Background: an optimization exercise with open tools, aiming at small area. Do not read the settings as production practice.
In this exercise RTL edits were held to simulation tests only and were not proved equivalent to the original.
No activity file was given, so power comes from the tool's default toggle rates.

==> flow/design.v (excerpt) <==
module irlink (
    input  wire       clk,
    input  wire       rst,
    input  wire       tx_start,
    input  wire       tx_proto,    
    input  wire [9:0] tx_len,
    input  wire [7:0] cfg_p,
    input  wire [7:0] cfg_h,
    input  wire [3:0] cfg_npre,
    input  wire       cfg_pre_aa,
    output wire [9:0] tx_addr,
    input  wire [7:0] tx_rdata,
    output wire       tx_busy,
    output wire       tx_line,
    output wire       tx_done,
    output reg  [1:0] tx_err,
    input  wire       rx_pin,
    input  wire       rx_rearm,
    input  wire       rx_clear,
    input  wire [3:0] rx_rd_idx,
    output wire [7:0] rx_rd_data,
    output wire [3:0] rx_len,
    output wire       rx_active,
    output wire       boot_jump,
    output wire       booted
);
clock: 10.0 ns
lec_check: 0
cap_margin: 20
core_margin: 2
core_utilization: 40
slew_margin: 20
buffer_ports_args: -buffer_cell sky130_fd_sc_hd__buf_1
cts_args: -sink_clustering_enable -repair_clock_nets -dont_use_dummy_load -buf_list sky130_fd_sc_hd__clkbuf_8 -sink_clustering_size 30 -sink_clustering_max_diameter 100
standard.sh (not shown) runs the stock make flow with config.mk's settings and CLKGATE_MAP_FILE= SYNTH_SCRIPT=/design/flow/synth_recipe.tcl, a recipe that flattens the netlist after the stock synthesis.
==> flow/flow/run.sh <==
#!/bin/bash
# Own layout flow: the standard flow (standard.sh: ORFS synthesis,
# floorplan, power grid, placement, clock tree, routing) with these changes:
#  - synthesis is synth_recipe.tcl unchanged, except that the gate mapping
#    (Yosys's abc call) runs the area-oriented script flow/area.abc instead
#    of ORFS's delay-oriented one; registers are mapped before abc, exactly
#    as in the standard synthesis
#  - half/full-adder cells are added to the platform's DONT_USE_CELLS, so the
#    few counters are mapped from plain gates, which is smaller here
#  - port buffers are sky130_fd_sc_hd__buf_1 (buffer_ports -buffer_cell)
#  - clock tree synthesis uses clkbuf_8 buffers and no dummy loads
# The make run's output goes to standard.log; ORFS keeps each step's own log
# under orfs/logs/.
set -euo pipefail
WORK=$PWD
cat > "$WORK/area_synth.tcl" <<EOT
# synth_recipe.tcl with the abc call's -script replaced by flow/area.abc
proc abc {args} {
  set i [lsearch -exact \$args -script]
  if { \$i >= 0 } {
    set args [lreplace \$args [expr {\$i + 1}] [expr {\$i + 1}] {$WORK/flow/area.abc}]
  }
  yosys abc {*}\$args
}
source {$WORK/synth_recipe.tcl}
EOT
cat >> config.mk <<'EOT'
export DONT_USE_CELLS += sky130_fd_sc_hd__ha_1 sky130_fd_sc_hd__ha_2 sky130_fd_sc_hd__ha_4 sky130_fd_sc_hd__fa_1 sky130_fd_sc_hd__fa_2 sky130_fd_sc_hd__fa_4
export BUFFER_PORTS_ARGS = -buffer_cell sky130_fd_sc_hd__buf_1
export CTS_ARGS = -sink_clustering_enable -repair_clock_nets -dont_use_dummy_load -buf_list sky130_fd_sc_hd__clkbuf_8 -sink_clustering_size 30 -sink_clustering_max_diameter 100
EOT
bash standard.sh "SYNTH_SCRIPT=$WORK/area_synth.tcl" finish > standard.log 2>&1
==> flow/flow/area.abc <==
strash
&get -n
&fraig -x
&st
&syn2
&synch2
&dch -f
&nf -R 1000 -F 8 -C 32
&st
&syn2
&synch2
&dch -f
&nf -R 1000 -F 8 -C 32
&put
buffer -c
topo
stime -c
upsize -c
dnsize -c
Change:
--- a/flow/flow/run.sh
+++ b/flow/flow/run.sh
@@ -30 +30 @@
-export CTS_ARGS = -sink_clustering_enable -repair_clock_nets -dont_use_dummy_load -buf_list sky130_fd_sc_hd__clkbuf_8 -sink_clustering_size 30 -sink_clustering_max_diameter 100
+export CTS_ARGS = -sink_clustering_enable -repair_clock_nets -dont_use_dummy_load -buf_list sky130_fd_sc_hd__clkbuf_8
--- a/flow/flow/area.abc
+++ b/flow/flow/area.abc
@@ -15 +14,0 @@
-buffer -c
@@ -17,3 +15,0 @@
-stime -c
-upsize -c
-dnsize -c
--- a/flow/config.mk
+++ b/flow/config.mk
@@ -10 +10 @@
-export CORE_UTILIZATION = 40
+export CORE_UTILIZATION = 55
@@ -14 +14 @@
-export CTS_ARGS = -sink_clustering_enable -repair_clock_nets -dont_use_dummy_load -buf_list sky130_fd_sc_hd__clkbuf_8 -sink_clustering_size 30 -sink_clustering_max_diameter 100
+export CTS_ARGS = -sink_clustering_enable -repair_clock_nets -dont_use_dummy_load -buf_list sky130_fd_sc_hd__clkbuf_8
=> The changed run completed without violations; setup slack gets worse by 80 ps; total power hardly moves; die area is lower by a quarter to a third; via count is higher slightly; global-route usage is higher by 6.0 points.
Change:
==> flow/flow/area.abc (replaced) <==
strash
&get -n
&fraig -x
&deepsyn -J 100
&st
&dch -f
&nf -R 1000 -F 8 -C 32
&put
topo
--- a/flow/config.mk
+++ b/flow/config.mk
@@ -10 +10 @@
-export CORE_UTILIZATION = 55
+export CORE_UTILIZATION = 40
Outcome: Setup slack loses 520 ps. Maximum frequency falls by a little under a tenth. Clock-buffer cell count stays the same. Clock power barely changes. Wire length goes up slightly. Power went down slightly. Sequential cell count stays the same. Final area came out lower by a few percent.
Change:
==> flow/flow/area.abc (replaced) <==
strash
&get -n
&fraig -x
&st
&syn2
&synch2
&dch -f
&nf -R 1000 -F 8 -C 32
&st
&syn2
&synch2
&dch -f
&nf -R 1000 -F 8 -C 32
&put
topo
--- a/flow/config.mk
+++ b/flow/config.mk
@@ -10 +10,2 @@
-export CORE_UTILIZATION = 40
+export CORE_UTILIZATION = 70
+export PLACE_DENSITY = 0.85
=>
- The new run went through all stages and came out clean
- non-clock buffer count went up by 3
- wire length went down slightly
- design area went up slightly
- via count went down slightly
- core utilization went up by 33 points
- clock power went down by a few percent
Change:
--- a/flow/flow/run.sh
+++ b/flow/flow/run.sh
@@ -30 +30 @@
-export CTS_ARGS = -sink_clustering_enable -repair_clock_nets -dont_use_dummy_load -buf_list sky130_fd_sc_hd__clkbuf_8
+export CTS_ARGS = -sink_clustering_enable -repair_clock_nets -dont_use_dummy_load -buf_list sky130_fd_sc_hd__clkbuf_16 -root_buf sky130_fd_sc_hd__clkbuf_16 -sink_clustering_levels 1 -sink_clustering_size 50 -sink_clustering_max_diameter 400
--- a/flow/config.mk
+++ b/flow/config.mk
@@ -10,2 +10 @@
-export CORE_UTILIZATION = 70
-export PLACE_DENSITY = 0.85
+export CORE_UTILIZATION = 40
@@ -15 +14 @@
-export CTS_ARGS = -sink_clustering_enable -repair_clock_nets -dont_use_dummy_load -buf_list sky130_fd_sc_hd__clkbuf_8
+export CTS_ARGS = -sink_clustering_enable -repair_clock_nets -dont_use_dummy_load -buf_list sky130_fd_sc_hd__clkbuf_16 -root_buf sky130_fd_sc_hd__clkbuf_16 -sink_clustering_levels 1 -sink_clustering_size 50 -sink_clustering_max_diameter 400
Via count is lower by about 4%.
First-iteration DRC count drops by about 26%.
Setup slack improved by 85 ps.
Routed wire length shrinks by 0.46%.
Die area climbs by 72%.
Cell count went up by about 14%.
Total power came out higher by 14%.
Combinational power hardly moves.
Clock-buffer cell count does not change.
Utilization decreases by 32 points.
Cell area rises by about 4%.

irlink again, from the RTL that the note above started with.
clock: 10.0 ns
lec_check: 0
cap_margin: 20
core_margin: 2
core_utilization: 40
slew_margin: 20
buffer_ports_args: -buffer_cell sky130_fd_sc_hd__buf_1
cts_args: -repair_clock_nets -dont_use_dummy_load -buf_list sky130_fd_sc_hd__clkbuf_8
==> flow/flow/run.sh <==
#!/bin/bash
# Own layout flow: the standard flow (standard.sh: ORFS synthesis,
# floorplan, power grid, placement, clock tree, routing) with these changes:
#  - synthesis is synth_recipe.tcl unchanged, except that the gate mapping
#    (Yosys's abc call) runs the area-oriented script flow/area.abc instead
#    of ORFS's delay-oriented one; registers are mapped before abc, exactly
#    as in the standard synthesis
#  - half/full-adder cells are added to the platform's DONT_USE_CELLS, so the
#    few counters are mapped from plain gates, which is smaller here
#  - port buffers are sky130_fd_sc_hd__buf_1 (buffer_ports -buffer_cell)
#  - clock tree synthesis uses clkbuf_8 buffers and no dummy loads
# The make run's output goes to standard.log; ORFS keeps each step's own log
# under orfs/logs/.
set -euo pipefail
WORK=$PWD
cat > "$WORK/area_synth.tcl" <<EOT
# synth_recipe.tcl with the abc call's -script replaced by flow/area.abc
proc abc {args} {
  set i [lsearch -exact \$args -script]
  if { \$i >= 0 } {
    set args [lreplace \$args [expr {\$i + 1}] [expr {\$i + 1}] {$WORK/flow/area.abc}]
  }
  yosys abc {*}\$args
}
source {$WORK/synth_recipe.tcl}
EOT
cat >> config.mk <<'EOT'
export DONT_USE_CELLS += sky130_fd_sc_hd__ha_1 sky130_fd_sc_hd__ha_2 sky130_fd_sc_hd__ha_4 sky130_fd_sc_hd__fa_1 sky130_fd_sc_hd__fa_2 sky130_fd_sc_hd__fa_4
export BUFFER_PORTS_ARGS = -buffer_cell sky130_fd_sc_hd__buf_1
export CTS_ARGS = -repair_clock_nets -dont_use_dummy_load -buf_list sky130_fd_sc_hd__clkbuf_8
EOT
bash standard.sh "SYNTH_SCRIPT=$WORK/area_synth.tcl" finish > standard.log 2>&1
==> flow/flow/area.abc <==
strash
&get -n
&fraig -x
&st
&syn2
&synch2
&dch -f
&nf -R 1000 -F 8 -C 32
&st
&syn2
&synch2
&dch -f
&nf -R 1000 -F 8 -C 32
&put
topo
Then changed:
--- a/flow/flow/run.sh
+++ b/flow/flow/run.sh
@@ -29,3 +29,3 @@
 export BUFFER_PORTS_ARGS = -buffer_cell sky130_fd_sc_hd__buf_1
-export CTS_ARGS = -repair_clock_nets -dont_use_dummy_load -buf_list sky130_fd_sc_hd__clkbuf_8
+export CTS_ARGS = -sink_clustering_enable -repair_clock_nets -dont_use_dummy_load -buf_list sky130_fd_sc_hd__clkbuf_8
 EOT
--- a/flow/config.mk
+++ b/flow/config.mk
@@ -13,2 +13,2 @@
 export BUFFER_PORTS_ARGS = -buffer_cell sky130_fd_sc_hd__buf_1
-export CTS_ARGS = -repair_clock_nets -dont_use_dummy_load -buf_list sky130_fd_sc_hd__clkbuf_8
+export CTS_ARGS = -sink_clustering_enable -repair_clock_nets -dont_use_dummy_load -buf_list sky130_fd_sc_hd__clkbuf_8
=>
- The new run passed the timing, DRC and antenna checks
- synthesized cell count does not change
- hold slack stays the same
- sequential power is about the same
- via count is unchanged
- fmax stays the same
- combinational power barely changes
- count of clock-buffer cells in the layout is unchanged
- cell area is unchanged
- power does not change
- die area does not change
- first-iteration DRC count does not change
Then changed:
--- a/flow/flow/run.sh
+++ b/flow/flow/run.sh
@@ -29,3 +29,3 @@
 export BUFFER_PORTS_ARGS = -buffer_cell sky130_fd_sc_hd__buf_1
-export CTS_ARGS = -sink_clustering_enable -repair_clock_nets -dont_use_dummy_load -buf_list sky130_fd_sc_hd__clkbuf_8
+export CTS_ARGS = -sink_clustering_enable -repair_clock_nets -dont_use_dummy_load -buf_list sky130_fd_sc_hd__clkbuf_4 -root_buf sky130_fd_sc_hd__clkbuf_8
 EOT
--- a/flow/config.mk
+++ b/flow/config.mk
@@ -9,3 +9,4 @@
 export CORE_MARGIN = 2
-export CORE_UTILIZATION = 40
+export CORE_UTILIZATION = 70
+export PLACE_DENSITY = 0.85
 export SLEW_MARGIN = 20
@@ -13,2 +14,2 @@
 export BUFFER_PORTS_ARGS = -buffer_cell sky130_fd_sc_hd__buf_1
-export CTS_ARGS = -sink_clustering_enable -repair_clock_nets -dont_use_dummy_load -buf_list sky130_fd_sc_hd__clkbuf_8
+export CTS_ARGS = -sink_clustering_enable -repair_clock_nets -dont_use_dummy_load -buf_list sky130_fd_sc_hd__clkbuf_4 -root_buf sky130_fd_sc_hd__clkbuf_8
=> The changed run completed without violations. Die area shrinks by well over a third. Combinational power stays flat. Cell count came out lower by roughly a tenth. Hold slack improves by 27 ps.
Then changed:
--- a/flow/flow/run.sh
+++ b/flow/flow/run.sh
@@ -29,3 +29,3 @@
 export BUFFER_PORTS_ARGS = -buffer_cell sky130_fd_sc_hd__buf_1
-export CTS_ARGS = -sink_clustering_enable -repair_clock_nets -dont_use_dummy_load -buf_list sky130_fd_sc_hd__clkbuf_4 -root_buf sky130_fd_sc_hd__clkbuf_8
+export CTS_ARGS = -sink_clustering_enable -repair_clock_nets -dont_use_dummy_load -buf_list sky130_fd_sc_hd__clkbuf_8
 EOT
==> flow/flow/area.abc (replaced) <==
strash
&get -n
&fraig -x
&deepsyn -J 500
&st
&dch -f
&nf -R 1000 -F 8 -C 32
&put
topo
--- a/flow/config.mk
+++ b/flow/config.mk
@@ -9,4 +9,3 @@
 export CORE_MARGIN = 2
-export CORE_UTILIZATION = 70
-export PLACE_DENSITY = 0.85
+export CORE_UTILIZATION = 40
 export SLEW_MARGIN = 20
@@ -14,2 +13,2 @@
 export BUFFER_PORTS_ARGS = -buffer_cell sky130_fd_sc_hd__buf_1
-export CTS_ARGS = -sink_clustering_enable -repair_clock_nets -dont_use_dummy_load -buf_list sky130_fd_sc_hd__clkbuf_4 -root_buf sky130_fd_sc_hd__clkbuf_8
+export CTS_ARGS = -sink_clustering_enable -repair_clock_nets -dont_use_dummy_load -buf_list sky130_fd_sc_hd__clkbuf_8
What happened:
- The changed run finished with timing, DRC and antenna clean
- die area goes up by about 65%
- non-clock buffer count goes down by 5
- total power increases by about 6%
Then changed:
==> flow/flow/area.abc (replaced) <==
strash
&get -n
&fraig -x
&st
&syn2
&synch2
&dch -f
&nf -R 1000 -F 8 -C 32
&st
&syn2
&synch2
&dch -f
&nf -R 1000 -F 8 -C 32
&put
buffer -c
topo
stime -c
upsize -c
dnsize -c
Outcome:
- worst hold slack is better by 9.1 ps
- combinational power rises by about 10%
- total power grows by 1.2%
- design area grows by 5.6%
- clock power stays flat
- setup slack gains 220 ps
- sequential share of layout area decreases by 2.9 points

Another version of the RTL of irlink (not shown whole).
For scale: ~770 cells after synthesis, ~170 flip-flops, about 80 I/O pins.
==> flow/design.v (excerpt) <==
module irlink (
    input  wire       clk,
    input  wire       rst,
    input  wire       tx_start,
    input  wire       tx_proto,    
    input  wire [9:0] tx_len,
    input  wire [7:0] cfg_p,
    input  wire [7:0] cfg_h,
    input  wire [3:0] cfg_npre,
    input  wire       cfg_pre_aa,
    output wire [9:0] tx_addr,
    input  wire [7:0] tx_rdata,
    output wire       tx_busy,
    output wire       tx_line,
    output wire       tx_done,
    output reg  [1:0] tx_err,
    input  wire       rx_pin,
    input  wire       rx_rearm,
    input  wire       rx_clear,
    input  wire [3:0] rx_rd_idx,
    output wire [7:0] rx_rd_data,
    output wire [3:0] rx_len,
    output wire       rx_active,
    output wire       boot_jump,
    output wire       booted
);
    localparam [1:0] ST_OK    = 2'd0;
    localparam [1:0] ST_ALIGN = 2'd1;
    localparam [1:0] ST_CAP   = 2'd2;
    localparam [1:0] ST_TRUNC = 2'd3;
    wire [8:0] hn      = tx_len[9:1];
  ...
==> flow/config.mk <==
export PLATFORM = sky130hd
export DESIGN_NAME = irlink
export DESIGN_NICKNAME = irlink
export VERILOG_FILES = /design/flow/design.v
export SDC_FILE = /design/flow/constraint.sdc
export NUM_CORES = 4
export LEC_CHECK = 0
export CAP_MARGIN = 20
export CORE_MARGIN = 2
export CORE_UTILIZATION = 40
export SLEW_MARGIN = 20
==> flow/constraint.sdc <==
create_clock -name core_clock -period 10.0 [get_ports {clk}]
set_input_delay 2.0000 -clock core_clock [delete_from_list [all_inputs] [get_ports {clk}]]
set_output_delay 2.0000 -clock core_clock [all_outputs]
set_load 0.01 [all_outputs]
==> flow/flow/run.sh <==
#!/bin/bash
# Own layout flow: the standard flow (standard.sh, unchanged synthesis,
# floorplan, power grid, placement, routing), with two ORFS settings that
# only change which cells some steps insert:
#  - port buffers are sky130_fd_sc_hd__buf_1 (buffer_ports -buffer_cell)
#  - clock tree synthesis uses clkbuf_8 buffers and no dummy loads
# The whole make run's output goes to standard.log; ORFS keeps each step's
# own log under orfs/logs/.
set -euo pipefail
export BUFFER_PORTS_ARGS="-buffer_cell sky130_fd_sc_hd__buf_1"
export CTS_ARGS="-sink_clustering_enable -repair_clock_nets -dont_use_dummy_load -buf_list sky130_fd_sc_hd__clkbuf_8"
bash standard.sh > standard.log 2>&1
Rerun with:
--- a/flow/flow/run.sh
+++ b/flow/flow/run.sh
@@ -9,4 +9,4 @@
 set -euo pipefail
 export BUFFER_PORTS_ARGS="-buffer_cell sky130_fd_sc_hd__buf_1"
-export CTS_ARGS="-sink_clustering_enable -repair_clock_nets -dont_use_dummy_load -buf_list sky130_fd_sc_hd__clkbuf_8"
+export CTS_ARGS="-sink_clustering_enable -repair_clock_nets -dont_use_dummy_load -buf_list sky130_fd_sc_hd__clkbuf_16 -sink_clustering_size 40 -sink_clustering_max_diameter 200"
 bash standard.sh > standard.log 2>&1
What happened: Global-route usage is about the same. Utilization increases by 0.91 points. Non-clock buffer count is unchanged.

==> what the ideal ports hide <==
In the flow no input, the clock included, has a driving cell. The finished layouts below were timed again as built, in two steps. Step 1: set_driving_cell puts a clkbuf_16 on clk and a buf_2 on each other input, an assumption about the parent block. Step 2, shift: input delay + t, output delay - t, t = (earliest + latest rising clock arrival at the registers) / 2. This alone moves slack from input paths to output paths. Three values: ideal ports, drivers, drivers and shift; two values: the first two.
run | t (ns) | setup WS [ns] | worst hold slack (ns) | worst register clock-pin slew, ns
the first run of note 1 | 0.469 | 3.788 / 3.767 / 3.767 | 0.443 / 0.443 / 0.443 | 0.10 / 0.10
the second run of note 1 | 0.480 | 3.708 / 3.687 / 3.687 | 0.449 / 0.449 / 0.449 | 0.08 / 0.08
the third run of note 1 | 0.472 | 3.192 / 3.167 / 3.167 | 0.449 / 0.449 / 0.449 | 0.09 / 0.09
the fourth run of note 1 | 0.472 | 3.657 / 3.636 / 3.636 | 0.450 / 0.450 / 0.450 | 0.08 / 0.08
the fifth run of note 1 | 0.447 | 3.742 / 3.716 / 3.716 | 0.434 / 0.434 / 0.434 | 0.07 / 0.07
the first run of note 2 | 0.478 | 3.750 / 3.724 / 3.724 | 0.430 / 0.430 / 0.430 | 0.09 / 0.09
the second run of note 2 | 0.478 | 3.750 / 3.724 / 3.724 | 0.430 / 0.430 / 0.430 | 0.09 / 0.09
the third run of note 2 | 0.460 | 3.653 / 3.631 / 3.631 | 0.457 / 0.457 / 0.457 | 0.12 / 0.12
the fourth run of note 2 | 0.478 | 3.563 / 3.537 / 3.537 | 0.434 / 0.434 / 0.434 | 0.10 / 0.10
the fifth run of note 2 | 0.469 | 3.788 / 3.767 / 3.767 | 0.443 / 0.443 / 0.443 | 0.10 / 0.10
the first run of note 3 | 0.482 | 3.517 / 3.498 / 3.498 | 0.429 / 0.429 / 0.429 | 0.11 / 0.11
the second run of note 3 | 0.457 | 3.502 / 3.483 / 3.483 | 0.430 / 0.430 / 0.430 | 0.08 / 0.08
After both steps setup and hold are still met in every run listed.
